This is an optimization exercise on Yosys and OpenROAD, whose aim is small area, a short achievable clock period and few clock cycles, not a production implementation. RTL that was checked went through simulation tests only; none was proved equivalent to the original. Function not checked in runs 2 to 5: the RTL went through the layout flow alone. Power figures rest on the tool's default switching activity, not on a simulated workload.

==> flow/design.v <==
module rle_codec (
    input  wire        clk,
    input  wire        rst,
    input  wire        in_valid,
    output wire        in_ready,
    input  wire [7:0]  in_data,
    input  wire        in_last,
    input  wire        in_mode,
    output wire        out_valid,
    input  wire        out_ready,
    output wire [7:0]  out_data,
    output wire        done,
    output wire        err,
    output wire [15:0] err_pos
);
    localparam NR = 128;        
    reg  [10:0] sq0, sq1;       
    reg         sv0, sv1;
    reg         in_rdy;
    reg  [7:0]  lastin;         
    assign in_ready = in_rdy;
    wire        push_in = in_valid && in_rdy;
    wire        pop_in;
    wire [10:0] nq = {in_data == lastin, in_mode, in_last, in_data};
    wire [7:0]  hd = sq0[7:0];
    wire        hl = sq0[8];
    wire        hm = sq0[9];
    wire        hs = sq0[10];
    wire        hv = sv0;
    always @(posedge clk) begin
        if (push_in) lastin <= in_data;
    end
    always @(posedge clk) begin
        if (rst) begin
            sv0    <= 1'b0;
            sv1    <= 1'b0;
            in_rdy <= 1'b1;
        end else begin
            if (pop_in) begin
                if (sv1) begin
                    sq0 <= sq1;
                    if (push_in) begin
                        sq1 <= nq;
                    end else begin
                        sv1 <= 1'b0;
                    end
                end else if (push_in) begin
                    sq0 <= nq;
                end else begin
                    sv0 <= 1'b0;
                end
                in_rdy <= 1'b1;
            end else if (push_in) begin
                if (sv0) begin
                    sq1    <= nq;
                    sv1    <= 1'b1;
                    in_rdy <= 1'b0;
                end else begin
                    sq0 <= nq;
                    sv0 <= 1'b1;
                end
            end
        end
    end
    localparam W_DATA = 2'd0;   
    localparam W_LITC = 2'd1;   
    localparam W_LITS = 2'd2;   
    localparam W_SPEC = 2'd3;   
    reg  [1:0] wf_n;            
    reg  [1:0] wk0, wk1;        
    reg  [7:0] wd0, wd1;        
    reg  [1:0] wfk [0:3];
    reg  [7:0] wfd [0:3];
    reg  [1:0] wfw, wfr;
    reg  [2:0] wf_cnt;
    reg        hflag;           
    wire       ring_wr;         
    wire       wf_pop;          
    reg  [1:0] wf_hk;           
    wire [7:0] wf_hd = wfd[wfr];
    wire [1:0] wfw1  = wfw + 2'd1;
    always @(posedge clk) begin
        if (wf_n != 2'd0) begin
            wfk[wfw] <= wk0;
            wfd[wfw] <= wd0;
        end
        if (wf_n == 2'd2) begin
            wfk[wfw1] <= wk1;
            wfd[wfw1] <= wd1;
        end
    end
    wire [2:0] wf_cm1 = wf_cnt - 3'd1;
    wire [2:0] wf_cp1 = wf_cnt + 3'd1;
    wire [2:0] wf_cp2 = wf_cnt + 3'd2;
    reg  [2:0] wf_cnt_n;
    reg        wf_r1_n, wf_r2_n;
    reg        wf_r1, wf_r2;    
    always @(*) begin
        case ({wf_pop, wf_n})
        3'b001, 3'b110: begin
            wf_cnt_n = wf_cp1; wf_r1_n = wf_cnt <= 3'd2; wf_r2_n = wf_cnt <= 3'd1;
        end
        3'b010: begin
            wf_cnt_n = wf_cp2; wf_r1_n = wf_cnt <= 3'd1; wf_r2_n = wf_cnt == 3'd0;
        end
        3'b100: begin
            wf_cnt_n = wf_cm1; wf_r1_n = 1'b1;          wf_r2_n = wf_cnt <= 3'd3;
        end
        default: begin
            wf_cnt_n = wf_cnt; wf_r1_n = wf_r1;         wf_r2_n = wf_r2;
        end
        endcase
    end
    wire [1:0] wf_hk1 = wfk[wfr + 2'd1];
    wire       wf_e0  = (wf_cnt == 3'd0);
    wire       wf_e1  = (wf_cnt == 3'd1);
    always @(posedge clk) begin
        if (wf_pop ? wf_e1 : wf_e0)
            wf_hk <= wk0;
        else if (wf_pop)
            wf_hk <= wf_hk1;
    end
    always @(posedge clk) begin
        if (rst) begin
            wfw    <= 2'd0;
            wfr    <= 2'd0;
            wf_cnt <= 3'd0;
            wf_r1  <= 1'b1;
            wf_r2  <= 1'b1;
            hflag  <= 1'b0;
        end else begin
            wfw    <= wfw + wf_n;
            wfr    <= wfr + {1'b0, wf_pop};
            wf_cnt <= wf_cnt_n;
            wf_r1  <= wf_r1_n;
            wf_r2  <= wf_r2_n;
            if (wf_pop)
                hflag <= 1'b0;
            else if (ring_wr)
                hflag <= 1'b1;
        end
    end
    reg        lf_push;
    reg  [6:0] lf_val;
    wire       lf_pop;
    reg  [6:0] lfd [0:7];
    reg  [2:0] lfw, lfr;
    reg  [3:0] lf_cnt;
    wire       lf_full = lf_cnt[3];
    wire       lf_ne   = (lf_cnt != 4'd0);
    wire [6:0] lf_h    = lfd[lfr];
    always @(posedge clk) begin
        if (lf_push) lfd[lfw] <= lf_val;
    end
    always @(posedge clk) begin
        if (rst) begin
            lfw    <= 3'd0;
            lfr    <= 3'd0;
            lf_cnt <= 4'd0;
        end else begin
            if (lf_push) lfw <= lfw + 3'd1;
            if (lf_pop)  lfr <= lfr + 3'd1;
            case ({lf_push, lf_pop})
            2'b10:   lf_cnt <= lf_cnt + 4'd1;
            2'b01:   lf_cnt <= lf_cnt - 4'd1;
            default: lf_cnt <= lf_cnt;
            endcase
        end
    end
    reg  [7:0] rd [0:NR-1];
    reg        rm [0:NR-1];
    reg  [6:0] tid;
    reg  [6:0] tid1;            
    reg        rflush;          
    reg        scan;
    reg  [6:0] rp;
    reg  [6:0] nw;
    reg  [6:0] nw1;             
    reg        at_rp;           
    reg        at_nw;           
    reg        at_nw1;          
    reg        fz;              
    wire       take;
    wire       miss;
    wire       lopen;           
    wire       tap_m = rm[NR-1];
    wire [7:0] tap_d = rd[NR-1];
    reg        tap_v, tap_f, tap_e;
    always @(posedge clk) begin
        tap_v <= !rm[NR-2] || rd[NR-2][7:6] != 2'b00;
        tap_f <= rm[NR-2] && rd[NR-2][7:6] == 2'b01;
        tap_e <= rm[NR-2] && rd[NR-2][7:6] == 2'b10 && rd[NR-2][0];
    end
    wire       h_flag = (wf_hk == W_LITS) && !hflag;
    wire       h_cont = (wf_hk == W_LITC) || (wf_hk == W_LITS && hflag);
    wire       wr_ok  = h_cont ? at_nw1
                      : h_flag ? (wf_cnt >= 3'd2 || !lopen)
                      : 1'b1;
    assign ring_wr = (wf_cnt != 3'd0) && (!tap_v || take || rflush) &&
                     (scan || !fz) && wr_ok;
    assign wf_pop  = ring_wr && !h_flag;
    wire       w_m = h_flag || (wf_hk == W_SPEC);
    wire [7:0] w_d = h_flag ? 8'h40 : wf_hd;
    wire       recirc = tap_v && !take && !rflush;
    integer ri;
    always @(posedge clk) begin
        for (ri = 1; ri < NR; ri = ri + 1) begin
            rd[ri] <= rd[ri-1];
            rm[ri] <= rm[ri-1];
        end
        rd[0] <= ring_wr ? w_d : recirc ? tap_d : 8'h00;
        rm[0] <= ring_wr ? w_m : !recirc || tap_m;
    end
    localparam R_IDLE = 2'd0;
    localparam R_EP1  = 2'd1;   
    localparam R_EP2  = 2'd2;   
    localparam R_EP3  = 2'd3;   
    reg        ov;
    reg  [7:0] ob;
    reg        done_r, err_r;
    reg [15:0] errp_r;
    reg  [1:0] rs;
    assign out_valid = ov;
    assign out_data  = ob;
    assign done      = done_r;
    assign err       = err_r;
    assign err_pos   = errp_r;
    wire can_load = !ov || out_ready;
    wire at_tap   = tap_v && !rflush && (scan || at_rp);
    wire t_flag   = tap_f && rs == R_IDLE;
    wire t_quiet  = tap_m && (rs == R_EP1 || rs == R_EP2) || (tap_e && rs == R_IDLE);
    assign take   = at_tap && (t_quiet || (can_load && (!t_flag || lf_ne)));
    assign miss   = at_tap && !take && scan;
    assign lf_pop = take && t_flag;
    wire at_rp_n = !miss && (tid1 == rp);
    always @(posedge clk) begin
        if (ring_wr) begin
            nw  <= tid;
            nw1 <= tid1;
        end
        if (scan && miss) rp <= tid;
        at_rp  <= at_rp_n;
        at_nw  <= !ring_wr && (tid1 == nw);
        at_nw1 <= ring_wr || (tid1 == nw1);
        fz     <= ring_wr ? at_rp_n
                : miss    ? !at_nw
                : at_rp_n || (fz && !at_nw);
    end
    always @(posedge clk) begin
        if (rst) begin
            tid    <= 7'd0;
            tid1   <= 7'd1;
            rflush <= 1'b1;
            scan   <= 1'b1;
        end else begin
            tid    <= tid1;
            tid1   <= tid1 + 7'd1;
            if (tid == 7'd127) rflush <= 1'b0;
            if (scan) begin
                if (miss) scan <= 1'b0;
            end else if (take) begin
                scan <= 1'b1;
            end
        end
    end
    always @(posedge clk) begin
        if (rst) begin
            ov     <= 1'b0;
            ob     <= 8'd0;
            done_r <= 1'b0;
            err_r  <= 1'b0;
            errp_r <= 16'd0;
            rs     <= R_IDLE;
        end else begin
            done_r <= 1'b0;
            if (can_load) ov <= 1'b0;
            if (take) begin
                if (!tap_m) begin
                    ov <= 1'b1;
                    ob <= tap_d;
                end else begin
                    case (rs)
                    R_IDLE: begin
                        if (!tap_d[7]) begin
                            ov <= 1'b1;
                            ob <= {1'b0, lf_h};
                        end else if (tap_d[0]) begin
                            rs <= R_EP1;
                        end else begin
                            done_r <= 1'b1;
                            err_r  <= 1'b0;
                            errp_r <= 16'd0;
                        end
                    end
                    R_EP1: begin
                        errp_r[15:12] <= tap_d[3:0];
                        rs       <= R_EP2;
                    end
                    R_EP2: begin
                        errp_r[11:6] <= tap_d[5:0];
                        rs       <= R_EP3;
                    end
                    default: begin
                        done_r <= 1'b1;
                        err_r  <= 1'b1;
                        errp_r[5:0] <= tap_d[5:0];
                        rs     <= R_IDLE;
                    end
                    endcase
                end
            end
        end
    end
    reg        infr;            
    reg        fmode;           
    wire       cm = infr ? fmode : hm;
    reg  [7:0] pv;              
    reg  [1:0] pk;              
    reg        inrun;           
    reg  [6:0] rcm;             
    reg        r0, r1, r127;    
    reg  [6:0] ll;              
    reg  [6:0] llm;             
    reg        lo_r;            
    reg        l126, l127;      
    reg        eflush;          
    assign lopen = lo_r;
    localparam D_FLAG = 3'd0;
    localparam D_LIT  = 3'd1;
    localparam D_REP  = 3'd2;
    localparam D_EXP  = 3'd3;   
    localparam D_END  = 3'd4;   
    localparam D_E1   = 3'd5;   
    localparam D_E2   = 3'd6;   
    localparam D_E3   = 3'd7;   
    reg  [2:0]  dst;
    reg         dlast;          
    reg         derr;           
    reg  [15:0] pos;            
    reg         pos_c;          
    reg  [15:0] fsp;            
    wire dec_in  = (dst == D_FLAG) || (dst == D_LIT) || (dst == D_REP);
    wire eq    = hs;                
    wire room1 = wf_r1;
    wire room2 = wf_r2;
    wire lroom = !lf_full;
    wire e_run   = inrun;
    wire e_rmore = inrun && eq && !r127;                   
    wire e_trip  = !inrun && pk == 2'd2 && eq;             
    wire e_pair  = !inrun && pk == 2'd1 && eq;             
    wire e_lit   = !inrun && pk != 2'd0 && !eq;            
    wire e_close = e_lit && (l127 || (pk == 2'd2 && l126));
    wire e_ok    = e_run   ? (e_rmore || room2)
                 : e_trip  ? (!lopen || lroom)
                 : e_lit   ? ((pk == 2'd2 ? room2 : room1) && (!e_close || lroom))
                 : 1'b1;
    wire enc_go  = hv && !cm && !eflush && dec_in && e_ok;
    wire f_rep   = inrun;
    wire f_pend  = !inrun && pk != 2'd0;
    wire f_lit   = !inrun && pk == 2'd0 && lopen;
    wire f_ok    = f_rep  ? room2
                 : f_pend ? ((pk == 2'd2 ? room2 : room1) && lroom)
                 : f_lit  ? lroom
                 : room1;
    wire fl_go   = eflush && f_ok;
    wire dec_go  = hv && cm && !eflush && dec_in && room1;
    wire dec_w   = !dec_in && room1;      
    wire dec_ov  = hv && dst == D_EXP && r1 && !dlast && room2;
    wire d_flag  = (dec_go && dst == D_FLAG) || dec_ov;
    assign pop_in = enc_go || dec_go || dec_ov;
    always @(*) begin
        wf_n   = 2'd0;
        wk0    = W_DATA;
        wk1    = W_DATA;
        wd0    = pv;
        wd1    = pv;
        lf_push = 1'b0;
        lf_val  = 7'd127;
        if (fl_go) begin
            if (f_rep) begin
                wf_n = 2'd2;
                wd0  = {1'b1, rcm};
            end else if (f_pend) begin
                wf_n = pk;
                wk0  = lopen ? W_LITC : W_LITS;
                wk1  = l127 ? W_LITS : W_LITC;
                lf_push = 1'b1;
                lf_val  = (l127 && pk == 2'd2) ? 7'd127 : llm + {5'd0, pk};
            end else if (f_lit) begin
                lf_push = 1'b1;
                lf_val  = llm;
            end else begin
                wf_n = 2'd1;
                wk0  = W_SPEC;
                wd0  = 8'h80;
            end
        end else if (enc_go) begin
            if (e_run) begin
                if (!e_rmore) begin
                    wf_n = 2'd2;
                    wd0  = {1'b1, rcm};
                end
            end else if (e_trip) begin
                lf_push = lopen;
                lf_val  = llm;
            end else if (e_lit) begin
                wf_n = pk;
                wk0  = lopen ? W_LITC : W_LITS;
                wk1  = l127 ? W_LITS : W_LITC;
                lf_push = e_close;
            end
        end else if (dec_go) begin
            if (dst == D_FLAG) begin
                if (hl) begin
                    wf_n = 2'd1;
                    wk0  = W_SPEC;
                    wd0  = 8'h81;
                end
            end else if (dst == D_REP) begin
                wf_n = 2'd1;
                wd0  = hd;
            end else begin
                wf_n = 2'd1;
                wd0  = hd;
            end
        end else if (dec_w) begin
            wf_n = 2'd1;
            case (dst)
            D_EXP: begin
                wd0 = pv;
                if (dec_ov && hl) begin
                    wf_n = 2'd2;
                    wk1  = W_SPEC;
                    wd1  = 8'h81;
                end
            end
            D_END: begin
                wk0 = W_SPEC;
                wd0 = {7'b1000000, derr};
            end
            D_E1: begin
                wk0 = W_SPEC;
                wd0 = {4'b1100, fsp[15:12]};
            end
            D_E2: begin
                wk0 = W_SPEC;
                wd0 = {2'b11, fsp[11:6]};
            end
            default: begin
                wk0 = W_SPEC;
                wd0 = {2'b11, fsp[5:0]};
            end
            endcase
        end
    end
    localparam L_KEEP = 3'd0;
    localparam L_ZERO = 3'd1;
    localparam L_ONE  = 3'd2;
    localparam L_INC1 = 3'd3;
    localparam L_INC2 = 3'd4;
    reg  [2:0] lsel;
    always @(*) begin
        lsel = L_KEEP;
        if (fl_go) begin
            if (f_pend)
                lsel = (l127 && pk == 2'd2) ? L_ONE : L_ZERO;
            else if (f_lit)
                lsel = L_ZERO;
        end else if (enc_go) begin
            if (e_trip)
                lsel = L_ZERO;
            else if (e_lit && pk == 2'd2)
                lsel = l127 ? L_ONE : l126 ? L_ZERO : L_INC2;
            else if (e_lit)
                lsel = l127 ? L_ZERO : L_INC1;
        end
    end
    wire [6:0] ll_p1 = ll + 7'd1;
    wire [6:0] ll_p2 = ll + 7'd2;
    wire       l125  = (ll == 7'd125);
    wire       l124  = (ll == 7'd124);
    wire r126  = (rcm == 7'd126);
    wire r2    = (rcm == 7'd2);
    wire hd0   = (hd[6:0] == 7'd0);
    wire hd1   = (hd[6:0] == 7'd1);
    wire hd127 = (hd[6:0] == 7'd127);
    wire d_dec  = dec_go || dec_ov;
    always @(posedge clk) begin
        if (pop_in) fmode <= cm;
        if (rst) llm <= 7'd127;
        else case (lsel)
        L_ZERO:  llm <= 7'd127;
        L_ONE:   llm <= 7'd0;
        L_INC1:  llm <= ll;
        L_INC2:  llm <= ll_p1;
        default: ;
        endcase
        if (enc_go && (e_run ? !e_rmore : (!e_trip && !e_pair)))
            pv <= hd;
        else if (d_dec && !d_flag && dst == D_REP)
            pv <= hd;
        if (enc_go && e_rmore) begin
            rcm <= rcm + 7'd1;
            r0 <= 1'b0; r1 <= r0; r127 <= r126;
        end else if (enc_go && e_trip) begin
            rcm <= 7'd2;
            r0 <= 1'b0; r1 <= 1'b0; r127 <= 1'b0;
        end else if (d_dec && d_flag) begin
            rcm <= hd[6:0];
            r0 <= hd0; r1 <= hd1; r127 <= hd127;
        end else if ((d_dec && dst == D_LIT) || (dec_w && dst == D_EXP)) begin
            rcm <= rcm - 7'd1;
            r0 <= r1; r1 <= r2; r127 <= r0;
        end
        if (d_dec && d_flag)
            fsp <= pos;
    end
    always @(posedge clk) begin
        if (rst) begin
            infr   <= 1'b0;
            pk     <= 2'd0;
            inrun  <= 1'b0;
            ll     <= 7'd0;
            lo_r   <= 1'b0;
            l126   <= 1'b0;
            l127   <= 1'b0;
            eflush <= 1'b0;
            dst    <= D_FLAG;
            dlast  <= 1'b0;
            derr   <= 1'b0;
            pos    <= 16'd0;
            pos_c  <= 1'b0;
        end else begin
            if (pop_in) infr <= !hl;
            case (lsel)
            L_ZERO: begin
                ll <= 7'd0; lo_r <= 1'b0; l126 <= 1'b0; l127 <= 1'b0;
            end
            L_ONE: begin
                ll <= 7'd1; lo_r <= 1'b1; l126 <= 1'b0; l127 <= 1'b0;
            end
            L_INC1: begin
                ll <= ll_p1; lo_r <= 1'b1; l126 <= l125; l127 <= l126;
            end
            L_INC2: begin
                ll <= ll_p2; lo_r <= 1'b1; l126 <= l124; l127 <= l125;
            end
            default: ;
            endcase
            if (fl_go) begin
                if (f_rep) begin
                    inrun <= 1'b0;
                end else if (f_pend) begin
                    pk <= 2'd0;
                end else if (f_lit) begin
                end else begin
                    eflush <= 1'b0;
                end
            end else if (enc_go) begin
                if (hl) eflush <= 1'b1;
                if (e_run) begin
                    if (!e_rmore) begin
                        inrun <= 1'b0;
                        pk    <= 2'd1;
                    end
                end else if (e_trip) begin
                    inrun <= 1'b1;
                    pk    <= 2'd0;
                end else if (e_pair) begin
                    pk <= 2'd2;
                end else begin
                    pk <= 2'd1;
                end
            end else if (dec_go || dec_ov) begin
                if (hl) begin
                    pos   <= 16'd0;
                    pos_c <= 1'b0;
                end else begin
                    pos[7:0] <= pos[7:0] + 8'd1;
                    if (pos_c) pos[15:8] <= pos[15:8] + 8'd1;
                    pos_c <= (pos[7:0] == 8'hfe);
                end
                if (d_flag) begin
                    if (hl) begin
                        dst <= D_E1;
                    end else begin
                        dst <= hd[7] ? D_REP : D_LIT;
                    end
                end else case (dst)
                D_REP: begin
                    dlast <= hl;
                    derr  <= 1'b0;
                    if (!r0)
                        dst <= D_EXP;
                    else
                        dst <= hl ? D_END : D_FLAG;
                end
                default: begin  
                    if (hl) begin
                        derr <= !r0;
                        dst  <= D_END;
                    end else if (r0) begin
                        dst <= D_FLAG;
                    end
                end
                endcase
            end else if (dec_w) begin
                case (dst)
                D_EXP: begin
                    if (r1) dst <= dlast ? D_END : D_FLAG;
                end
                D_END: dst <= derr ? D_E1 : D_FLAG;
                D_E1:  dst <= D_E2;
                D_E2:  dst <= D_E3;
                default: dst <= D_FLAG;
                endcase
            end
        end
    end
endmodule
==> flow/run.sh <==
#!/bin/bash
# synth_recipe.tcl (not shown) runs the flow's synth.tcl, then flattens the netlist and writes it again
# the make line also repeats each setting of config.mk as NAME=value (left out here)
make -C /OpenROAD-flow-scripts/flow DESIGN_CONFIG=/design/flow/config.mk WORK_HOME=/design/flow/orfs CLKGATE_MAP_FILE= SYNTH_SCRIPT=/design/flow/synth_recipe.tcl finish
==> flow/config.mk <==
export PLATFORM = sky130hd
export DESIGN_NAME = rle_codec
export DESIGN_NICKNAME = rle_codec
export VERILOG_FILES = /design/flow/design.v
export SDC_FILE = /design/flow/constraint.sdc
export NUM_CORES = 4
export LEC_CHECK = 0
export CAP_MARGIN = 20
export CORE_MARGIN = 2
export CORE_UTILIZATION = 40
export CTS_BUF_LIST = sky130_fd_sc_hd__clkbuf_8
export CTS_CLUSTER_DIAMETER = 60
export CTS_CLUSTER_SIZE = 18
export PLACE_DENSITY = 0.6
export SETUP_SLACK_MARGIN = 3.0
export SLEW_MARGIN = 20
==> flow/constraint.sdc <==
create_clock -name core_clock -period 6.0 [get_ports {clk}]
set_input_delay 1.2000 -clock core_clock [delete_from_list [all_inputs] [get_ports {clk}]]
set_output_delay 1.2000 -clock core_clock [all_outputs]
set_load 0.01 [all_outputs]
==> results of run 1 <==
[power groups by stage]
| stage | registers (mW) | logic, mW | clock network (mW) |
|---|---|---|---|
| after floorplan | 11.6 | 1.32 | 0 |
| after global placement | 11.9 | 1.59 | 0 |
| after detailed placement | 11.9 | 1.63 | 0 |
| after CTS | 11.7 | 1.76 | 4.85 |
| after global routing | 11.9 | 2.01 | 5.22 |
| final | 11.7 | 1.81 | 4.65 |
[layout by cell type (no fill, tap or decap), drive strengths merged, types with 9 or more instances in the layout]
cell type,n
clkinv,10
xnor2,41
edfxtp,183
o22ai,14
xor2,27
inv,79
or2,9
buf,43
a22oi,16
dfxtp,1275
ha,33
nand2,97
a211oi,28
a31oi,10
nor2b,30
a22o,11
mux4,25
clkbuf,102
clkdlybuf4s50,37
nand2b,10
or3,15
a21oi,109
nand3,44
nor2,146
nand4,19
mux2,16
mux2i,53
o21ai,43
nor3,35
[routing by layer]
layer | vias up | track usage [%] | part of all wire (%)
met4 | 0 | 4.46 | 3.2
met3 | 149 | 2.65 | 5.1
li1 | 8804 | - | -
met5 | - | 0 | 0
met1 | 8678 | 17.8 | 50
met2 | 417 | 17.6 | 42
[per-stage QoR]
| stage | setup slack (ns) | cell area, um^2 |
|---|---|---|
| 2_1_floorplan | 2.82 | 38000 |
| 3_3_place_gp | 1.98 | 39800 |
| 3_5_place_dp | 1.78 | 39800 |
| 4_1_cts | 3.00 | 42000 |
| 5_1_grt | 2.91 | 42400 |
| 6_report | 2.99 | 42400 |
[final cells by class]
class / count / area share (%)
diodes: 1 / 0.00591
flip-flops and latches: 1458 / 73.3
repair buffers: 83 / 1.90
clock inverters: 42 / 0.927
well taps: 1265 / 3.74
clock buffers: 102 / 3.31
multi-input cells: 949 / 16.4
inverters: 49 / 0.452
[worst reg2reg max path, delay by kind of cell, from the launching register on]
family | cells | cell delay (ns)
AO/OA/AOI/OAI | 4 | 1.36
buffers and inverters | 1 | 0.15
flip-flops | 1 | 0.41
AND/OR/NAND/NOR | 3 | 0.84
[worst max-delay path by stage]
stage / start / to / slack [ns] / cells after the start
final: out_ready / lf_cnt[3] / 2.99 / 12
after global routing: rs[1] / lf_cnt[3] / 2.91 / 13
after CTS: ob[0] / out_data[0] / 3.00 / 1
after detailed placement: pk[0] / wfd[2][5] / 1.78 / 9
after global placement: out_ready / lf_cnt[2] / 1.98 / 12
after floorplan: out_ready / lf_cnt[2] / 2.82 / 11
[what timing repair did]
action,CTS,global route
gates cloned,0,1
pin swaps,10,10
buffers inserted,18,14
setup endpoints to repair,302,208
resized for setup,69,57
[flip-flops by register name (all words and copies together) (netlist names), 8 cells and up, named ones only]
register	cells
rd	1024
rm	128
lfd	56
wfd	32
errp_r	16
fsp	16
pos	16
sq0	11
sq1	11
lastin	8
ob	8
pv	8
wfk	8
[kinds of logic after synthesis]
kind of cell	share of synthesized area (%)
compound gates	5.27
xor+xnor	1.57
fa+ha+maj	1.14
buf+inv	1.32
flops	81.7
mux	3.35
simple gates	5.69
==> flow_summary.json, run 1 <==
{
  "status": "timing/DRC/antenna clean",
  "timing.critical_path.slowest_cell_delay_ns": 0.46,
  "place_hpwl_um": 36600,
  "switchingPower_mw": 4.55,
  "synth_most_common_cell": "dfxtp_1",
  "fp.coreArea_um2": 94600,
  "gp_congestion": 0.834,
  "startpoint_type": "primary input",
  "port_buffers": 41,
  "combPwrFrac_pct": 10.0,
  "cts_root_buf": "clkbuf_8",
  "initial_utilization_pct": 40.2,
  "max-cap-violations": 0,
  "grt_use_total_pct": 12.1,
  "die_area_um2": 97500,
  "period_share_pct": 50.1,
  "synth_edf_count": 183,
  "ctsHoldBuffers": 0,
  "crit_path_max_fanout": 4,
  "synth.cell_area_um2": 38000,
  "vias": 18048,
  "cp_cell_sequence": "clkdlybuf4s50_1, nand2b_1, nand2_1, a21oi_4, nor2b_4, buf_4, ha_1, a211oi_2, a21oi_1, a22oi_1, or3_1, a21oi_1",
  "dieWidth_um": 312,
  "area_growth_pct": 11.5,
  "critPathBufInv": 2,
  "synth_top_area_share_pct": 67.2,
  "syn_avg_cell_area_um2": 15.0,
  "hold_start": "rd[6][4]",
  "endpoint_kind": "flop",
  "critPathRequiredTime_ns": 6.67,
  "ys_ff_latch": 1458,
  "max-vdd-ir-drop_uv": 196,
  "post-route-util_pct": 44.8,
  "drive_gt1_share_pct": 11.8,
  "synth_cell_types": 83,
  "drtIter0Drc": 1352,
  "io_pins": 42,
  "wl_um": 59900,
  "hold_depth": 0,
  "drt-wirelength-per-cell_um": 15.2,
  "crit_slowest_cell": "clkdlybuf4s50_1",
  "pwr_density_cell_nw_per_um2": 429,
  "min_period_ns": 3.01,
  "clkSinkCount": 1458,
  "setup_viol": 0,
  "cts_tree": "built",
  "critical_path_class": "in -> reg",
  "synth_commonest_cells": "dfxtp_1 (1275), edfxtp_1 (183), nor2_1 (145)",
  "holdPathEnd": "rd[7][4]",
  "htree_levels": 3,
  "grt_pass1_vias": 18136,
  "hold_viol_final": 0,
  "synthArstFlopShare_pct": 0,
  "regArea_um2": 31000,
  "synth_cells": 2529,
  "syn-num-nets": 2577,
  "fin_cells": 3949,
  "die_h_um": 312,
  "slew_headroom_pct": 39.2,
  "antenna_found_initial": 1,
  "grt.overflow.total": 0,
  "min_path_type": "reg -> reg",
  "grt_setup_unrepaired": "true",
  "dp.cells": 3771,
  "first_pass_iters": 6,
  "whs_ns": 0.280,
  "timing.final.max_slew_violations": 0,
  "clkTransAtPathRegs_ns": 0.11,
  "drc": 0,
  "critPathTopFamily": "simple AND/OR/NAND/NOR gates",
  "ys_seq_area_share_pct": 81.7,
  "rr_startpoint": "pk[0]",
  "cts_made_buffers": 101,
  "swShare_pct": 25.0,
  "clk_latency_ns": 0.78,
  "worst_slew_pin_slew_ns": 0.911,
  "rows": 113,
  "clock_skew_ns": 0.0665,
  "cts_buffer_depth": 3,
  "grt_first_pass_wirelength_um": 96700,
  "crit_arrival_ns": 3.68,
  "r2r_slack_ns": 3.00,
  "fmax_mhz": 333,
  "synth_flop_cell": "dfxtp_1",
  "yosysWarnings": 3,
  "fin_nets": 2690,
  "pwr-share-seq_pct": 64.5,
  "power.leakage_nw": 16.0,
  "rr_endpoint": "wfd[3][4]",
  "multi_input_area_um2": 6940,
  "yosys-top-cells-area": "dfxtp_1 (67%), edfxtp_1 (14%), mux4_2 (1.5%), nor2_1 (1.4%), a21oi_1 (1.4%)",
  "clock_power_share_pct": 25.6,
  "power_mw": 18.2,
  "internal_power_mw": 13.6,
  "yosys.area.top_type": "dfxtp_1",
  "viasPerCell": 4.57,
  "reg2regPathDepth": 8,
  "n_fill_cell": 8236,
  "finalSetupTns_ns": 0,
  "ant_nets": 0,
  "grt_max_degree": 48,
  "critical_path.most_common_cell": "a21oi_1"
}
Testbench counts, summed over its fixed seeds: cycles 140,343.
==> inputs of run 2 (changes only) <==
--- a/flow/design.v
+++ b/flow/design.v
@@ -21,14 +21,24 @@
     assign in_ready = in_rdy;
     wire        push_in = in_valid && in_rdy;
     wire        pop_in;
-    wire [10:0] nq = {in_data == lastin, in_mode, in_last, in_data};
+    reg         fst;            
+    reg         lmode;          
+    wire        nmode = fst ? in_mode : lmode;
+    wire [10:0] nq = {in_data == lastin, nmode, in_last, in_data};
     wire [7:0]  hd = sq0[7:0];
     wire        hl = sq0[8];
     wire        hm = sq0[9];
     wire        hs = sq0[10];
     wire        hv = sv0;
     always @(posedge clk) begin
-        if (push_in) lastin <= in_data;
+        if (push_in) begin
+            lastin <= in_data;
+            lmode  <= nmode;
+        end
+        if (rst)
+            fst <= 1'b1;
+        else if (push_in)
+            fst <= in_last;
     end
     always @(posedge clk) begin
         if (rst) begin
@@ -144,27 +154,20 @@
     reg  [6:0] lf_val;
     wire       lf_pop;
     reg  [6:0] lfd [0:7];
-    reg  [2:0] lfw, lfr;
-    reg  [3:0] lf_cnt;
-    wire       lf_full = lf_cnt[3];
-    wire       lf_ne   = (lf_cnt != 4'd0);
-    wire [6:0] lf_h    = lfd[lfr];
+    reg  [3:0] lfw, lfr;        
+    wire       lf_full = (lfw[2:0] == lfr[2:0]) && (lfw[3] != lfr[3]);
+    wire       lf_ne   = (lfw != lfr);
+    wire [6:0] lf_h    = lfd[lfr[2:0]];
     always @(posedge clk) begin
-        if (lf_push) lfd[lfw] <= lf_val;
+        if (lf_push) lfd[lfw[2:0]] <= lf_val;
     end
     always @(posedge clk) begin
         if (rst) begin
-            lfw    <= 3'd0;
-            lfr    <= 3'd0;
-            lf_cnt <= 4'd0;
+            lfw <= 4'd0;
+            lfr <= 4'd0;
         end else begin
-            if (lf_push) lfw <= lfw + 3'd1;
-            if (lf_pop)  lfr <= lfr + 3'd1;
-            case ({lf_push, lf_pop})
-            2'b10:   lf_cnt <= lf_cnt + 4'd1;
-            2'b01:   lf_cnt <= lf_cnt - 4'd1;
-            default: lf_cnt <= lf_cnt;
-            endcase
+            if (lf_push) lfw <= lfw + 4'd1;
+            if (lf_pop)  lfr <= lfr + 4'd1;
         end
     end
     reg  [7:0] rd [0:NR-1];
@@ -311,9 +314,7 @@
             end
         end
     end
-    reg        infr;            
-    reg        fmode;           
-    wire       cm = infr ? fmode : hm;
+    wire       cm = hm;         
     reg  [7:0] pv;              
     reg  [1:0] pk;              
     reg        inrun;           
@@ -486,7 +487,6 @@
     wire hd127 = (hd[6:0] == 7'd127);
     wire d_dec  = dec_go || dec_ov;
     always @(posedge clk) begin
-        if (pop_in) fmode <= cm;
         if (rst) llm <= 7'd127;
         else case (lsel)
         L_ZERO:  llm <= 7'd127;
@@ -517,7 +517,6 @@
     end
     always @(posedge clk) begin
         if (rst) begin
-            infr   <= 1'b0;
             pk     <= 2'd0;
             inrun  <= 1'b0;
             ll     <= 7'd0;
@@ -531,7 +530,6 @@
             pos    <= 16'd0;
             pos_c  <= 1'b0;
         end else begin
-            if (pop_in) infr <= !hl;
             case (lsel)
             L_ZERO: begin
                 ll <= 7'd0; lo_r <= 1'b0; l126 <= 1'b0; l127 <= 1'b0;
==> run 2 against run 1 <==
Die area is 0.39% lower; still clean on timing, DRC and antenna; sequential power hardly changed; utilization is 0.31 points higher; via count hardly changed; critical path type is now reg -> reg.
==> flow_summary.json, run 2 <==
{
  "fmax_mhz": 330,
  "yosys.area.top_type": "dfxtp_1",
  "drc": 0,
  "synth_flop_cell": "dfxtp_1",
  "die_h_um": 312,
  "crit_path_max_fanout": 5,
  "place_hpwl_um": 35300,
  "setup_viol": 0,
  "syn-num-nets": 2574,
  "final_cell_mix": "dfxtp_1 (1253), edfxtp_1 (183), nor2_1 (143)",
  "timing.final.max_slew_violations": 0,
  "clkTransAtPathRegs_ns": 0.10,
  "timing.critical_path.slowest_cell_delay_ns": 0.60,
  "ctsHoldBuffers": 0,
  "drive_gt1_share_pct": 12.2,
  "antenna_found_initial": 1,
  "wl_um": 58300,
  "min_path_type": "reg -> reg",
  "critical_path_class": "reg -> reg",
  "clk_latency_ns": 0.74,
  "syn_avg_cell_area_um2": 15.0,
  "worst_slew_pin_slew_ns": 0.953,
  "cp.depth": 13,
  "reg2regPathDepth": 13,
  "min_period_ns": 3.03,
  "dieWidth_um": 312,
  "synth_most_common_cell": "dfxtp_1",
  "clkSinkCount": 1456,
  "synth_edf_count": 183,
  "die_area_um2": 97100,
  "area_growth_pct": 11.4,
  "synth_top_area_share_pct": 67.3,
  "dp_slack_ns": 1.65,
  "period_share_pct": 50.5,
  "ys_ff_latch": 1456,
  "viasPerCell": 4.59,
  "grt_use_total_pct": 11.8,
  "layout_commonest_cell": "dfxtp_1",
  "critical_path.most_common_cell": "buf_6",
  "first_pass_iters": 5,
  "crit_arrival_ns": 3.50,
  "pwr_density_cell_nw_per_um2": 426,
  "synthArstFlopShare_pct": 0,
  "synth_commonest_cells": "dfxtp_1 (1273), edfxtp_1 (183), nor2_1 (153)",
  "gp_congestion": 0.852,
  "cp_cell_sequence": "xor2_2, or4_4, a21oi_4, buf_6, a211oi_2, a311o_2, clkinvlp_4, buf_6, buf_6, nor2_4, o31ai_4, buf_6, buf_12",
  "drtIter0Drc": 1187,
  "rows": 112,
  "grt.overflow.total": 0,
  "grt_max_degree": 79,
  "critPathRequiredTime_ns": 6.47,
  "cts_buffer_depth": 3,
  "regMostFlops": "rd",
  "cts_root_buf": "clkbuf_8",
  "synth_cell_types": 81,
  "max-vdd-ir-drop_uv": 194,
  "clock_skew_ns": 0.0411,
  "status": "timing/DRC/antenna clean",
  "ant_nets": 0,
  "grt_pass1_vias": 17877,
  "cts_tree": "built",
  "setup_ws_ns": 2.97,
  "critPathBufInv": 6,
  "r2r_slack_ns": 2.97,
  "endpoint_kind": "flop",
  "critPathTopFamily": "compound AO/OA/AOI/OAI gates",
  "yosysWarnings": 3,
  "startpoint_type": "flop",
  "n_fill_cell": 8188,
  "slew_headroom_pct": 36.4,
  "max-cap-violations": 0,
  "yosys-top-cells-area": "dfxtp_1 (67%), edfxtp_1 (15%), nor2_1 (1.5%), mux4_2 (1.5%), a21oi_1 (1.2%)",
  "fin_nets": 2688,
  "fp.coreArea_um2": 93500,
  "cts_made_buffers": 96,
  "initial_utilization_pct": 40.5,
  "finalSetupTns_ns": 0,
  "io_pins": 42,
  "hold_viol_final": 0,
  "rr_endpoint": "wfd[0][1]",
  "fin_area_um2": 42200,
  "drt-wirelength-per-cell_um": 14.8,
  "synth.cell_area_um2": 37800,
  "synth_cells": 2530,
  "htree_levels": 3,
  "port_buffers": 41,
  "power.leakage_nw": 15.9,
  "placed_cell_area_um2": 39600,
  "grt_setup_unrepaired": "true",
  "rr_startpoint": "lfw[1]",
  "critPathLaunch": "lfw[1]",
  "ys_seq_area_share_pct": 81.9,
  "grt_first_pass_wirelength_um": 94400,
  "endpoint": "wfd[0][1]",
  "crit_slowest_cell": "or4_4",
  "largest_reg_flops": 1024,
  "vias": 18058
}
==> run 2: changes by cell type in the layout (fill, tap and decap cells not counted), moves of 7 or more <==
cell	previous run	this run
nand2b_1	10	17
dfxtp_1	1263	1253
buf_4	34	46
inv_1	61	54
a21oi_1	102	91
a221o_1	1	8
or3_1	12	5
nor2_1	132	143
o21ai_1	0	7
o21ai_0	42	57
mux2i_1	52	27
==> run 2: timing repair <==
action / in CTS / in global routing
gates resized for setup: 79 / 51
setup buffers: 23 / 25
setup endpoints to repair: 319 / 231
pin swaps: 11 / 8
gates cloned: 1 / 1
==> run 2: worst min-delay path by stage <==
stage	start	to	slack (ns)	cells past startpoint
6_report	rd[83][6]	rd[84][6]	0.30	0
2_1_floorplan	rd[99][0]	rd[100][0]	0.31	0
5_1_grt	rd[83][6]	rd[84][6]	0.31	0
4_1_cts	rm[68]	rm[69]	0.29	0
3_3_place_gp	rd[0][1]	rd[1][1]	0.31	0
3_5_place_dp	rd[14][6]	rd[15][6]	0.31	0
==> run 2: where the power goes <==
part	internal, mW	total [mW]	switching (mW)
clock	1.66	4.50	2.85
sequential	11.2	11.6	0.456
combinational	0.803	1.84	1.03
total	13.6	17.9	4.33
==> run 2: cell type report <==
cell class | instances | area, um^2 | area share, %
flip-flops and latches | 1456 | 31000 | 73.6
multi-input cells | 950 | 6780 | 16.1
well taps | 1254 | 1570 | 3.72
clock buffers | 97 | 1340 | 3.17
repair buffers | 98 | 932 | 2.21
clock inverters | 34 | 343 | 0.813
inverters | 42 | 165 | 0.392
diodes | 1 | 2.50 | 0.00594
==> run 2: cells by family (layout without fill, tap and decap cells) <==
group	after synthesis	after routing	share of synthesized area, %
AO/OA/AOI/OAI	306	306	5.23
XOR/XNOR	75	75	1.76
adder cells (fa/ha/maj)	30	30	1.01
buffers and inverters	125	271	1.33
flip-flops	1456	1456	81.9
multiplexers	74	74	2.87
other	0	1	0
AND/OR/NAND/NOR	464	465	5.94
==> run 2: routing by layer <==
metal / up-vias / global-route usage, % / share of wire [%]
li1: 8789 / - / -
met5: - / 0 / 0
met4: 0 / 5.18 / 3.3
met2: 432 / 17.4 / 43
met3: 149 / 2.47 / 4.8
met1: 8688 / 16.8 / 49
==> run 2: metrics by stage <==
stage | power (mW) | cells | hold WS [ns] | utilization (%)
2_1_floorplan | 12.8 | 2530 | 0.310 | -
3_3_place_gp | 13.2 | 3750 | 0.312 | 42.3
3_5_place_dp | 13.3 | 3750 | 0.312 | 42.3
4_1_cts | 18.1 | 3905 | 0.289 | 44.6
5_1_grt | 18.8 | 3932 | 0.307 | 45.1
6_report | 17.9 | 3932 | 0.299 | 45.1
==> run 2: worst reg2reg max path, stage by stage (launching register included) <==
cell	delay, ns
dfxtp_4	0.36
xor2_2	0.18
or4_4	0.60
a21oi_4	0.22
buf_6	0.14
a211oi_2	0.03
a311o_2	0.36
clkinvlp_4	0.15
buf_6	0.11
buf_6	0.09
nor2_4	0.05
o31ai_4	0.21
buf_6	0.17
buf_12	0.12
==> inputs of run 3 (changes only) <==
--- a/flow/config.mk
+++ b/flow/config.mk
@@ -12,5 +12,5 @@
 export CTS_CLUSTER_DIAMETER = 60
 export CTS_CLUSTER_SIZE = 18
 export PLACE_DENSITY = 0.6
-export SETUP_SLACK_MARGIN = 3.0
+export SETUP_SLACK_MARGIN = 2.8
 export SLEW_MARGIN = 20
==> run 3 against run 2 <==
Largest cell class unchanged; clock power up 1%; critical path type unchanged; hold slack better by 0.0039 ns; fmax down 5.1%; via count down 0.54%; flip-flop and latch count unchanged; still clean; register-to-register slack worse by 0.16 ns.
==> flow_summary.json, run 3 <==
{
  "htree_levels": 3,
  "drtIter0Drc": 1228,
  "regMostFlops": "rd",
  "grt_pass1_vias": 18097,
  "area_growth_pct": 10.7,
  "crit_path_max_fanout": 10,
  "drive_gt1_share_pct": 10.9,
  "cp_cell_sequence": "or3_1, nand2b_1, nor2_4, or2_4, a311o_2, buf_6, clkinvlp_4, buf_4, nor2_1, o31ai_4, buf_12",
  "fmax_mhz": 313,
  "setup_ws_ns": 2.81,
  "endpoint_kind": "flop",
  "ys_ff_latch": 1456,
  "critPathBufInv": 4,
  "synth_commonest_cells": "dfxtp_1 (1273), edfxtp_1 (183), nor2_1 (153)",
  "fin_area_um2": 41900,
  "cts_tree": "built",
  "hold_start": "rm[112]",
  "pwr_density_cell_nw_per_um2": 427,
  "critPathTopFamily": "simple AND/OR/NAND/NOR gates",
  "yosysWarnings": 3,
  "yosys-top-cells-area": "dfxtp_1 (67%), edfxtp_1 (15%), nor2_1 (1.5%), mux4_2 (1.5%), a21oi_1 (1.2%)",
  "port_buffers": 41,
  "critPathLaunch": "pk[0]",
  "min_period_ns": 3.19,
  "antenna_found_initial": 2,
  "synth_edf_count": 183,
  "vias": 17961,
  "synth_most_common_cell": "dfxtp_1",
  "initial_utilization_pct": 40.5,
  "viasPerCell": 4.57,
  "status": "timing/DRC/antenna clean",
  "layout_commonest_cell": "dfxtp_1",
  "yosys.area.top_type": "dfxtp_1",
  "whs_ns": 0.302,
  "die_area_um2": 97100,
  "slew_headroom_pct": 33.6,
  "max-cap-violations": 0,
  "crit_arrival_ns": 3.65,
  "largest_reg_flops": 1024,
  "clk_latency_ns": 0.76,
  "grt.overflow.total": 0,
  "rows": 112,
  "cts_buffer_depth": 3,
  "first_pass_iters": 5,
  "synth_cell_types": 81,
  "drc": 0,
  "cts_root_buf": "clkbuf_8",
  "syn-num-nets": 2574,
  "grt_use_total_pct": 12.1,
  "min_path_type": "reg -> reg",
  "period_share_pct": 53.2,
  "clkSinkCount": 1456,
  "synth_top_area_share_pct": 67.3,
  "fp.coreArea_um2": 93500,
  "worst_slew_pin_slew_ns": 0.994,
  "fin_nets": 2678,
  "synth_flop_cell": "dfxtp_1",
  "synth_cells": 2530,
  "clock_skew_ns": 0.0400,
  "grt_setup_unrepaired": "true",
  "final_cell_mix": "dfxtp_1 (1259), edfxtp_1 (183), nor2_1 (147)",
  "finalSetupTns_ns": 0,
  "gp_congestion": 0.796,
  "timing.critical_path.slowest_cell_delay_ns": 0.45,
  "critPathRequiredTime_ns": 6.46,
  "place_hpwl_um": 36200,
  "dp_slack_ns": 1.69,
  "dieWidth_um": 312,
  "wl_um": 59100,
  "syn_avg_cell_area_um2": 15.0,
  "synth.cell_area_um2": 37800,
  "ctsHoldBuffers": 0,
  "cts_made_buffers": 99,
  "startpoint_type": "flop",
  "clkTransAtPathRegs_ns": 0.10,
  "rr_startpoint": "pk[0]",
  "timing.final.max_slew_violations": 0,
  "ys_seq_area_share_pct": 81.9,
  "r2r_slack_ns": 2.81,
  "die_h_um": 312,
  "synthArstFlopShare_pct": 0,
  "setup_viol": 0,
  "grt_max_degree": 64,
  "io_pins": 42,
  "placed_cell_area_um2": 39600,
  "hold_viol_final": 0,
  "power.leakage_nw": 15.8,
  "crit_slowest_cell": "a311o_2",
  "grt_first_pass_wirelength_um": 96800,
  "critical_path_class": "reg -> reg",
  "max-vdd-ir-drop_uv": 177,
  "ant_nets": 0,
  "power_mw": 17.9,
  "drt-wirelength-per-cell_um": 15.0
}
## run 3: cell counts after synthesis
No cell type changed its count.
## run 3: layer usage
metal	up-vias	GRT usage [%]	wire, um
met2	354	18.0	25300
met1	8698	17.4	29400
li1	8774	-	-
met3	135	2.62	2560
met5	-	0	0
met4	0	4.57	1870
## run 3: logic make-up after synthesis
family | after synthesis | share of synthesized area, %
xor gates and xnor gates | 75 | 1.76
DFF | 1456 | 81.9
buffers and inverters | 125 | 1.33
and+or+nand+nor | 464 | 5.94
AOI/OAI and AO/OA | 306 | 5.23
muxes | 74 | 2.87
adders and majority gates | 30 | 1.01
## run 3: final cells by class
| cell class | instances | area, um^2 |
|---|---|---|
| timing repair buffer | 85 | 790 |
| antenna | 4 | 10.0 |
| inverter | 42 | 161 |
| fill | 8119 | 51600 |
| tap | 1254 | 1570 |
| clock inverter | 38 | 368 |
| multi-input combinational | 950 | 6630 |
| clock buffer | 99 | 1360 |
| sequential | 1456 | 31000 |
## run 3: report_power, final
part	switching [mW]	internal, mW	leakage, nW
combinational	0.998	0.735	2.68
clock	2.91	1.65	0.920
sequential	0.453	11.2	12.1
total	4.36	13.5	15.8
## run 3: what timing repair did
| item | CTS | global route |
|---|---|---|
| resized for setup | 40 | 41 |
| setup buffers | 11 | 23 |
| pin swaps | 6 | 14 |
| gates cloned | 0 | 1 |
| setup endpoints to repair | 233 | 167 |
## run 3: worst paths after layout
| path | end | cells past startpoint |
|---|---|---|
| worst max-delay path | wfd[0][6] | 11 |
| worst min-delay path | rm[113] | 0 |
| worst max register to register | wfd[0][6] | 11 |
| worst min register to register | rm[113] | 0 |
## run 3: metrics by stage
step	instances	utilization [%]
after floorplan	2530	-
after global placement	3752	42.3
after detailed placement	3752	42.3
after CTS	3900	44.4
after global routing	3926	44.8
final	3928	44.8
==> inputs of run 4 (changes only) <==
--- a/flow/design.v
+++ b/flow/design.v
@@ -188,11 +188,12 @@
     wire       lopen;           
     wire       tap_m = rm[NR-1];
     wire [7:0] tap_d = rd[NR-1];
-    reg        tap_v, tap_f, tap_e;
+    reg        tap_v, tap_f, tap_e, tap_k;
     always @(posedge clk) begin
         tap_v <= !rm[NR-2] || rd[NR-2][7:6] != 2'b00;
         tap_f <= rm[NR-2] && rd[NR-2][7:6] == 2'b01;
         tap_e <= rm[NR-2] && rd[NR-2][7:6] == 2'b10 && rd[NR-2][0];
+        tap_k <= rm[NR-2] && rd[NR-2][7:6] == 2'b10 && !rd[NR-2][0];
     end
     wire       h_flag = (wf_hk == W_LITS) && !hflag;
     wire       h_cont = (wf_hk == W_LITC) || (wf_hk == W_LITS && hflag);
@@ -219,7 +220,9 @@
     localparam R_EP2  = 2'd2;   
     localparam R_EP3  = 2'd3;   
     reg        ov;
-    reg  [7:0] ob;
+    reg  [7:0] ob, ob2;
+    reg        ol, ol2;
+    reg  [1:0] ocnt;
     reg        done_r, err_r;
     reg [15:0] errp_r;
     reg  [1:0] rs;
@@ -228,13 +231,21 @@
     assign done      = done_r;
     assign err       = err_r;
     assign err_pos   = errp_r;
-    wire can_load = !ov || out_ready;
+    wire dpend    = ol || ol2;
     wire at_tap   = tap_v && !rflush && (scan || at_rp);
     wire t_flag   = tap_f && rs == R_IDLE;
-    wire t_quiet  = tap_m && (rs == R_EP1 || rs == R_EP2) || (tap_e && rs == R_IDLE);
-    assign take   = at_tap && (t_quiet || (can_load && (!t_flag || lf_ne)));
+    wire t_mark   = tap_m && rs == R_EP3 || tap_k && rs == R_IDLE;
+    assign take   = at_tap && (tap_m && rs != R_IDLE ||
+                               !dpend && (tap_m && !tap_f ? 1'b1 : (ocnt != 2'd2 && (!tap_f || lf_ne))));
     assign miss   = at_tap && !take && scan;
     assign lf_pop = take && t_flag;
+    wire       o_pop  = ov && out_ready;
+    wire       o_push = take && (!tap_m || t_flag);
+    wire [7:0] o_pb   = tap_m ? {1'b0, lf_h} : tap_d;
+    wire       o_mark = take && t_mark;
+    wire [1:0] o_keep = ocnt - {1'b0, o_pop};
+    wire       ol_m   = ol  || (o_mark && ocnt == 2'd1);
+    wire       ol2_m  = ol2 || (o_mark && ocnt == 2'd2);
     wire at_rp_n = !miss && (tid1 == rp);
     always @(posedge clk) begin
         if (ring_wr) begin
@@ -267,50 +278,55 @@
         end
     end
     always @(posedge clk) begin
+        if (o_pop && ocnt == 2'd2)
+            ob <= ob2;
+        else if (o_push && o_keep == 2'd0)
+            ob <= o_pb;
+        if (o_push && o_keep == 2'd1)
+            ob2 <= o_pb;
+    end
+    always @(posedge clk) begin
         if (rst) begin
             ov     <= 1'b0;
-            ob     <= 8'd0;
+            ocnt   <= 2'd0;
+            ol     <= 1'b0;
+            ol2    <= 1'b0;
             done_r <= 1'b0;
             err_r  <= 1'b0;
             errp_r <= 16'd0;
             rs     <= R_IDLE;
         end else begin
-            done_r <= 1'b0;
-            if (can_load) ov <= 1'b0;
-            if (take) begin
-                if (!tap_m) begin
-                    ov <= 1'b1;
-                    ob <= tap_d;
-                end else begin
-                    case (rs)
-                    R_IDLE: begin
-                        if (!tap_d[7]) begin
-                            ov <= 1'b1;
-                            ob <= {1'b0, lf_h};
-                        end else if (tap_d[0]) begin
+            ocnt   <= o_keep + {1'b0, o_push};
+            ov     <= (o_keep != 2'd0) || o_push;
+            ol     <= (o_pop && ocnt == 2'd2) ? ol2_m : (o_keep == 2'd0) ? 1'b0 : ol_m;
+            ol2    <= (!o_pop && ocnt == 2'd2) ? ol2_m : 1'b0;
+            done_r <= (o_pop && ol_m) || (o_mark && ocnt == 2'd0);
+            if (take && tap_m) begin
+                case (rs)
+                R_IDLE: begin
+                    if (tap_d[7]) begin
+                        if (tap_d[0]) begin
                             rs <= R_EP1;
                         end else begin
-                            done_r <= 1'b1;
                             err_r  <= 1'b0;
                             errp_r <= 16'd0;
                         end
                     end
-                    R_EP1: begin
-                        errp_r[15:12] <= tap_d[3:0];
-                        rs       <= R_EP2;
-                    end
-                    R_EP2: begin
-                        errp_r[11:6] <= tap_d[5:0];
-                        rs       <= R_EP3;
-                    end
-                    default: begin
-                        done_r <= 1'b1;
-                        err_r  <= 1'b1;
-                        errp_r[5:0] <= tap_d[5:0];
-                        rs     <= R_IDLE;
-                    end
-                    endcase
                 end
+                R_EP1: begin
+                    errp_r[15:12] <= tap_d[3:0];
+                    rs            <= R_EP2;
+                end
+                R_EP2: begin
+                    errp_r[11:6] <= tap_d[5:0];
+                    rs           <= R_EP3;
+                end
+                default: begin
+                    err_r       <= 1'b1;
+                    errp_r[5:0] <= tap_d[5:0];
+                    rs          <= R_IDLE;
+                end
+                endcase
             end
         end
     end
--- a/flow/config.mk
+++ b/flow/config.mk
@@ -12,5 +12,5 @@
 export CTS_CLUSTER_DIAMETER = 60
 export CTS_CLUSTER_SIZE = 18
 export PLACE_DENSITY = 0.6
-export SETUP_SLACK_MARGIN = 2.8
+export SETUP_SLACK_MARGIN = 3.0
 export SLEW_MARGIN = 20
==> run 4 against run 3 <==
Still clean on timing, DRC and antenna; flip-flop and latch count is 12 higher; global-route usage up 0.067 points; combinational power hardly changed; sequential share of layout area fell by 2.2 points; area after synthesis grew 1.6%; critical path type unchanged; largest power group unchanged; highest routed layer unchanged.
==> flow_summary.json, run 4 <==
{
  "viasPerCell": 4.58,
  "largest_reg_flops": 1024,
  "max-cap-violations": 0,
  "crit_arrival_ns": 3.60,
  "regArea_um2": 31400,
  "n_fill_cell": 8228,
  "grt_pass1_vias": 18315,
  "startpoint_type": "flop",
  "dp.cells": 3788,
  "yosys.area.top_type": "dfxtp_1",
  "fin_cells": 4017,
  "grt_setup_unrepaired": "true",
  "rr_startpoint": "lfw[0]",
  "clock_skew_ns": 0.0532,
  "synthArstFlopShare_pct": 0,
  "multi_input_area_um2": 7440,
  "critical_path_class": "reg -> reg",
  "reg2regPathDepth": 9,
  "power.leakage_nw": 16.4,
  "synth_edf_count": 199,
  "die_h_um": 314,
  "area_growth_pct": 13.8,
  "synth_most_common_cell": "dfxtp_1",
  "synth_top_area_share_pct": 66.1,
  "whs_ns": 0.297,
  "grt_first_pass_wirelength_um": 97900,
  "drt-wirelength-per-cell_um": 15.2,
  "power_mw": 18.1,
  "fin_area_um2": 43700,
  "syn-num-nets": 2606,
  "yosysWarnings": 3,
  "initial_utilization_pct": 40.4,
  "worst_slew_pin_slew_ns": 1.01,
  "cts_buffer_depth": 3,
  "final_cell_mix": "dfxtp_1 (1253), edfxtp_1 (199), nor2_1 (126)",
  "dp_slack_ns": 1.43,
  "dieWidth_um": 314,
  "ys_seq_area_share_pct": 81.6,
  "finalSetupTns_ns": 0,
  "synth_cells": 2559,
  "post-route-util_pct": 46.0,
  "port_buffers": 41,
  "setup_ws_ns": 2.87,
  "ctsHoldBuffers": 0,
  "drtIter0Drc": 1143,
  "hold_viol_final": 0,
  "rr_endpoint": "wfk[2][1]",
  "critPathRequiredTime_ns": 6.47,
  "synth_commonest_cells": "dfxtp_1 (1269), edfxtp_1 (199), nor2_1 (143)",
  "regMostFlops": "rd",
  "wl_um": 61000,
  "cts_made_buffers": 101,
  "ys_ff_latch": 1468,
  "min_period_ns": 3.13,
  "gp_congestion": 0.813,
  "yosys-top-cells-area": "dfxtp_1 (66%), edfxtp_1 (16%), mux4_2 (1.5%), nor2_1 (1.4%), a21oi_1 (1.2%)",
  "slew_headroom_pct": 32.9,
  "critPathLaunch": "lfw[0]",
  "grt_use_total_pct": 12.2,
  "vias": 18412,
  "fmax_mhz": 320,
  "synth_cell_types": 79,
  "antenna_found_initial": 2,
  "first_pass_iters": 7,
  "place_hpwl_um": 36200,
  "drc": 0,
  "clkTransAtPathRegs_ns": 0.11,
  "drive_gt1_share_pct": 15.5,
  "pwr_density_cell_nw_per_um2": 413,
  "ant_nets": 0,
  "rows": 113,
  "cts_tree": "built",
  "fp.coreArea_um2": 95200,
  "io_pins": 42,
  "htree_levels": 3,
  "clk_latency_ns": 0.76,
  "max-vdd-ir-drop_uv": 233,
  "cts_root_buf": "clkbuf_8",
  "r2r_slack_ns": 2.87,
  "clkSinkCount": 1468,
  "crit_path_max_fanout": 6,
  "die_area_um2": 98600,
  "placed_cell_area_um2": 40200,
  "min_path_type": "reg -> reg",
  "grt.overflow.total": 0,
  "period_share_pct": 52.2,
  "synth_flop_cell": "dfxtp_1",
  "grt_max_degree": 81,
  "fin_nets": 2754,
  "synth.cell_area_um2": 38400,
  "layout_commonest_cell": "dfxtp_1",
  "setup_viol": 0,
  "syn_avg_cell_area_um2": 15.0,
  "status": "timing/DRC/antenna clean",
  "endpoint_kind": "flop",
  "timing.final.max_slew_violations": 0,
  "endpoint": "wfk[2][1]"
}
## run 4: cells by family (layout without fill, tap and decap cells)
family,Yosys count,count (layout),synth area share (%)
multiplexers,95,95,3.39
XOR/XNOR,69,69,1.57
AND/OR/NAND/NOR,471,471,6.00
AO/OA/AOI/OAI,304,306,5.10
flip-flops,1468,1468,81.6
other,0,1,0
buffers and inverters,118,308,1.19
adder cells (fa/ha/maj),34,34,1.12
## run 4: worst max-delay path: stages, from the launching register on
cell and delay, ns:
dfxtp_4 0.37, xor2_2 0.18, or4_4 0.62, a31oi_4 0.28, nor3_4 0.10, or3_4 0.35
o221a_4 0.17, nor4b_4 0.27, buf_6 0.19, mux2_4 0.30
## run 4: cell type report
type | instances | area share [%]
Clock inverter | 42 | 0.956
Inverter | 35 | 0.355
Tap cell | 1265 | 3.62
Multi-Input combinational cell | 975 | 17.0
Timing Repair Buffer | 126 | 2.90
Clock buffer | 105 | 3.30
Sequential cell | 1468 | 71.8
Antenna cell | 1 | 0.00572
## run 4: metal layers
metal / GRT usage [%] / vias to the layer above / part of all wire (%)
met1: 17.4 / 8883 / 49
li1: - / 8970 / -
met2: 18.5 / 419 / 44
met5: 0 / - / 0
met3: 2.32 / 140 / 4.7
met4: 4.62 / 0 / 2.9
## run 4: worst min-delay path by stage
| stage | startpoint | end | slack, ns | depth (start not counted) |
|---|---|---|---|---|
| 2_1_floorplan | rd[99][0] | rd[100][0] | 0.31 | 0 |
| 3_3_place_gp | rd[81][6] | rd[82][6] | 0.31 | 0 |
| 3_5_place_dp | rd[19][4] | rd[20][4] | 0.31 | 0 |
| 4_1_cts | rd[47][4] | rd[48][4] | 0.28 | 0 |
| 5_1_grt | rd[3][4] | rd[4][4] | 0.29 | 0 |
| 6_report | rd[47][4] | rd[48][4] | 0.30 | 0 |
## run 4: repair_timing
action / 4_1_cts / 5_1_grt
cloned: 3 / 1
setup buffers: 46 / 31
endpoints found under the setup margin: 336 / 281
resized for setup: 105 / 111
pin swaps: 28 / 37
## run 4: power by group
part           internal, mW  leakage (nW)  switching [mW]  total [mW]
clock network          1.81          1.01            2.94        4.75
registers              11.2          12.2           0.453        11.6
logic                 0.743          3.16           0.956        1.70
total                  13.7          16.4            4.35        18.1
==> inputs of run 5 (changes only) <==
--- a/flow/design.v
+++ b/flow/design.v
@@ -154,20 +154,36 @@
     reg  [6:0] lf_val;
     wire       lf_pop;
     reg  [6:0] lfd [0:7];
-    reg  [3:0] lfw, lfr;        
-    wire       lf_full = (lfw[2:0] == lfr[2:0]) && (lfw[3] != lfr[3]);
-    wire       lf_ne   = (lfw != lfr);
-    wire [6:0] lf_h    = lfd[lfr[2:0]];
+    reg  [2:0] lfw, lfr;
+    reg  [3:0] lf_cnt;
+    reg        lf_full, lf_ne;  
+    wire [6:0] lf_h    = lfd[lfr];
     always @(posedge clk) begin
-        if (lf_push) lfd[lfw[2:0]] <= lf_val;
+        if (lf_push) lfd[lfw] <= lf_val;
     end
     always @(posedge clk) begin
         if (rst) begin
-            lfw <= 4'd0;
-            lfr <= 4'd0;
+            lfw     <= 3'd0;
+            lfr     <= 3'd0;
+            lf_cnt  <= 4'd0;
+            lf_full <= 1'b0;
+            lf_ne   <= 1'b0;
         end else begin
-            if (lf_push) lfw <= lfw + 4'd1;
-            if (lf_pop)  lfr <= lfr + 4'd1;
+            if (lf_push) lfw <= lfw + 3'd1;
+            if (lf_pop)  lfr <= lfr + 3'd1;
+            case ({lf_push, lf_pop})
+            2'b10: begin
+                lf_cnt  <= lf_cnt + 4'd1;
+                lf_full <= (lf_cnt == 4'd7);
+                lf_ne   <= 1'b1;
+            end
+            2'b01: begin
+                lf_cnt  <= lf_cnt - 4'd1;
+                lf_full <= 1'b0;
+                lf_ne   <= (lf_cnt != 4'd1);
+            end
+            default: ;
+            endcase
         end
     end
     reg  [7:0] rd [0:NR-1];
==> run 5 against run 4 <==
Sequential share of layout area grew 1.5 points; combinational power shrank 46%; highest routed layer unchanged; utilization shrank 0.91 points; sequential power is essentially flat; global-route usage grew 0.13 points; synthesized cell count grew 0.47%; clock-buffer cell count grew 2.
==> flow_summary.json, run 5 <==
{
  "synth_cell_types": 85,
  "crit_arrival_ns": 3.42,
  "critical_path_class": "reg -> reg",
  "post-route-util_pct": 45.1,
  "syn-num-nets": 2621,
  "setup_viol": 0,
  "grt_pass1_vias": 18642,
  "max-cap-violations": 0,
  "regArea_um2": 31500,
  "period_share_pct": 49.7,
  "startpoint_type": "flop",
  "area_growth_pct": 11.2,
  "port_buffers": 41,
  "clock_skew_ns": 0.0623,
  "viasPerCell": 4.59,
  "critPathTopFamily": "compound AO/OA/AOI/OAI gates",
  "fmax_mhz": 335,
  "multi_input_area_um2": 7060,
  "pwr_density_cell_nw_per_um2": 400,
  "slew_headroom_pct": 38.6,
  "drc": 0,
  "timing.critical_path.slowest_cell_delay_ns": 0.43,
  "cts_tree": "built",
  "ant_nets": 0,
  "power_mw": 17.2,
  "clkTransAtPathRegs_ns": 0.10,
  "cts_made_buffers": 101,
  "htree_levels": 3,
  "regMostFlops": "rd",
  "worst_slew_pin_slew_ns": 0.920,
  "synth_cells": 2571,
  "synth_commonest_cells": "dfxtp_1 (1273), edfxtp_1 (199), nor2_1 (145)",
  "grt.overflow.total": 0,
  "grt_max_degree": 66,
  "crit_path_max_fanout": 14,
  "power.leakage_nw": 16.2,
  "setup_ws_ns": 3.02,
  "synth_edf_count": 199,
  "critPathBufInv": 3,
  "cp_cell_sequence": "or3_4, o311ai_4, buf_4, nor2_4, a211o_1, and3_4, inv_8, nor2_1, o31ai_2, buf_4",
  "layout_commonest_cell": "dfxtp_1",
  "grt_first_pass_wirelength_um": 99100,
  "status": "timing/DRC/antenna clean",
  "first_pass_iters": 8,
  "final_cell_mix": "dfxtp_1 (1262), edfxtp_1 (199), nor2_1 (136)",
  "rows": 113,
  "die_h_um": 315,
  "clk_latency_ns": 0.79,
  "vias": 18337,
  "critical_path.most_common_cell": "buf_4",
  "synth_top_area_share_pct": 66.0,
  "largest_reg_flops": 1024,
  "fp.coreArea_um2": 95300,
  "die_area_um2": 99000,
  "ys_seq_area_share_pct": 81.5,
  "drt-wirelength-per-cell_um": 15.0,
  "cts_buffer_depth": 3,
  "clkSinkCount": 1472,
  "drive_gt1_share_pct": 11.5,
  "yosys-top-cells-area": "dfxtp_1 (66%), edfxtp_1 (15%), nor2_1 (1.4%), mux4_2 (1.4%), a21oi_1 (1.3%)",
  "dp_slack_ns": 1.83,
  "dieWidth_um": 315,
  "gp_congestion": 0.821,
  "min_period_ns": 2.98,
  "fin_area_um2": 42900,
  "finalSetupTns_ns": 0,
  "placed_cell_area_um2": 40300,
  "grt_setup_unrepaired": "true",
  "timing.final.max_slew_violations": 0,
  "cts_root_buf": "clkbuf_8",
  "ys_ff_latch": 1472,
  "yosys.area.top_type": "dfxtp_1",
  "max-vdd-ir-drop_uv": 179,
  "synth_flop_cell": "dfxtp_1",
  "fin_nets": 2732,
  "rr_startpoint": "pk[1]",
  "grt_use_total_pct": 12.3,
  "wl_um": 59900,
  "hold_start": "rd[16][2]",
  "crit_slowest_cell": "o31ai_2",
  "yosysWarnings": 3,
  "min_path_type": "reg -> reg",
  "critPathRequiredTime_ns": 6.44,
  "syn_avg_cell_area_um2": 15.0,
  "ctsHoldBuffers": 0,
  "io_pins": 42,
  "n_fill_cell": 8375,
  "synthArstFlopShare_pct": 0,
  "critPathLaunch": "pk[1]",
  "antenna_found_initial": 1,
  "place_hpwl_um": 36900,
  "initial_utilization_pct": 40.5,
  "synth_most_common_cell": "dfxtp_1",
  "drtIter0Drc": 1282,
  "hold_viol_final": 0,
  "endpoint_kind": "flop",
  "synth.cell_area_um2": 38600
}
## run 5: cell count changes after synthesis, moves of 7 or more
cell	previous run	this run
mux2i_1	39	48
clkbuf_1	73	53
nand2_1	105	119
a21oi_1	92	100
nor2b_1	36	27
a222oi_1	0	7
a221oi_1	15	8
o21ai_0	72	60
nor3_1	32	25
o22ai_1	5	12
buf_2	5	18
## run 5: layer usage
layer | track usage, % | vias to the layer above | share of wire (%)
li1 | - | 8968 | -
met1 | 17.8 | 8879 | 50
met2 | 18.0 | 380 | 42
met3 | 2.68 | 110 | 5.1
met4 | 4.99 | 0 | 2.8
met5 | 0 | - | 0
## run 5: power by group
group / internal [mW] / total [mW] / leakage (nW) / switching, mW
registers: 11.1 / 11.5 / 12.3 / 0.379
logic: 0.401 / 0.918 / 2.87 / 0.517
clock network: 1.83 / 4.77 / 1.01 / 2.94
## run 5: area by class of cell
| type | count | area share, % |
|---|---|---|
| Multi-Input combinational cell | 981 | 16.4 |
| Clock buffer | 107 | 3.43 |
| Inverter | 38 | 0.358 |
| Sequential cell | 1472 | 73.3 |
| Antenna cell | 1 | 0.00583 |
| Clock inverter | 42 | 0.886 |
| Tap cell | 1265 | 3.69 |
| Timing Repair Buffer | 88 | 1.86 |
## run 5: metrics by stage
step	std cells	hold WS, ns
4_1_cts	3979	0.287
5_1_grt	3994	0.291
2_1_floorplan	2571	0.310
3_3_place_gp	3806	0.310
3_5_place_dp	3806	0.312
6_report	3994	0.289
## run 5: cells by family after synthesis
group | Yosys count | share of synthesized area (%)
XOR/XNOR | 71 | 1.61
adder cells (fa/ha/maj) | 37 | 1.21
buffers and inverters | 118 | 1.23
multiplexers | 97 | 3.37
flip-flops | 1472 | 81.5
AO/OA/AOI/OAI | 309 | 5.21
AND/OR/NAND/NOR | 467 | 5.86
## run 5: path summary, 6_finish.rpt
kind                     to  slack, ns  cells after the start
setup / recovery  wfd[2][4]       3.02                     10
hold / removal    rd[17][2]       0.29                      0
setup reg to reg  wfd[2][4]       3.02                     10
hold reg to reg   rd[17][2]       0.29                      0
## run 5: what timing repair did
| item | 4_1_cts | 5_1_grt |
|---|---|---|
| setup endpoints to repair | 317 | 247 |
| gates cloned | 0 | 1 |
| pin swaps | 9 | 11 |
| buffers inserted | 24 | 13 |
| gates resized for setup | 63 | 33 |
## run 5: worst reg2reg max path, delay by kind of cell (launching register included)
family                 cells  cell delay, ns
and+or+nand+nor            4            0.73
buffers and inverters      3            0.54
DFF                        1            0.38
AOI/OAI and AO/OA          3            1.02

afterwards: timing with drivers on the ports:
The results above use ideal ports. As a check the final layouts listed here were re-extracted and re-timed, cells and wires unchanged.
Step 1: set_driving_cell puts a clkbuf_16 on clk and a buf_2 on each other input, an assumption about the parent block.
Step 2 moves the port delays by t, midway between the first and last clock arrival at a register: inputs arrive t later, outputs are due t later. That takes back most of the time a late clock gives input paths.
Three values: no drivers, after step 1, after step 2; two values: the first two.
run | t (ns) | slack for setup (ns) | worst setup path after step 2
run 1 | 0.804 | 2.994 / 3.004 / 2.225 | input to register
run 2 | 0.783 | 2.968 / 2.968 / 2.360 | input to register
run 3 | 0.792 | 2.806 / 2.806 / 2.245 | input to register
run 4 | 0.790 | 2.871 / 2.871 / 2.731 | input to register
run 5 | 0.812 | 3.018 / 3.018 / 2.716 | input to register
After both steps setup and hold are still met in every run listed. The setup slack of run 1, which loses most, moves by +0.010 ns with the drivers and by -0.769 ns with both steps.
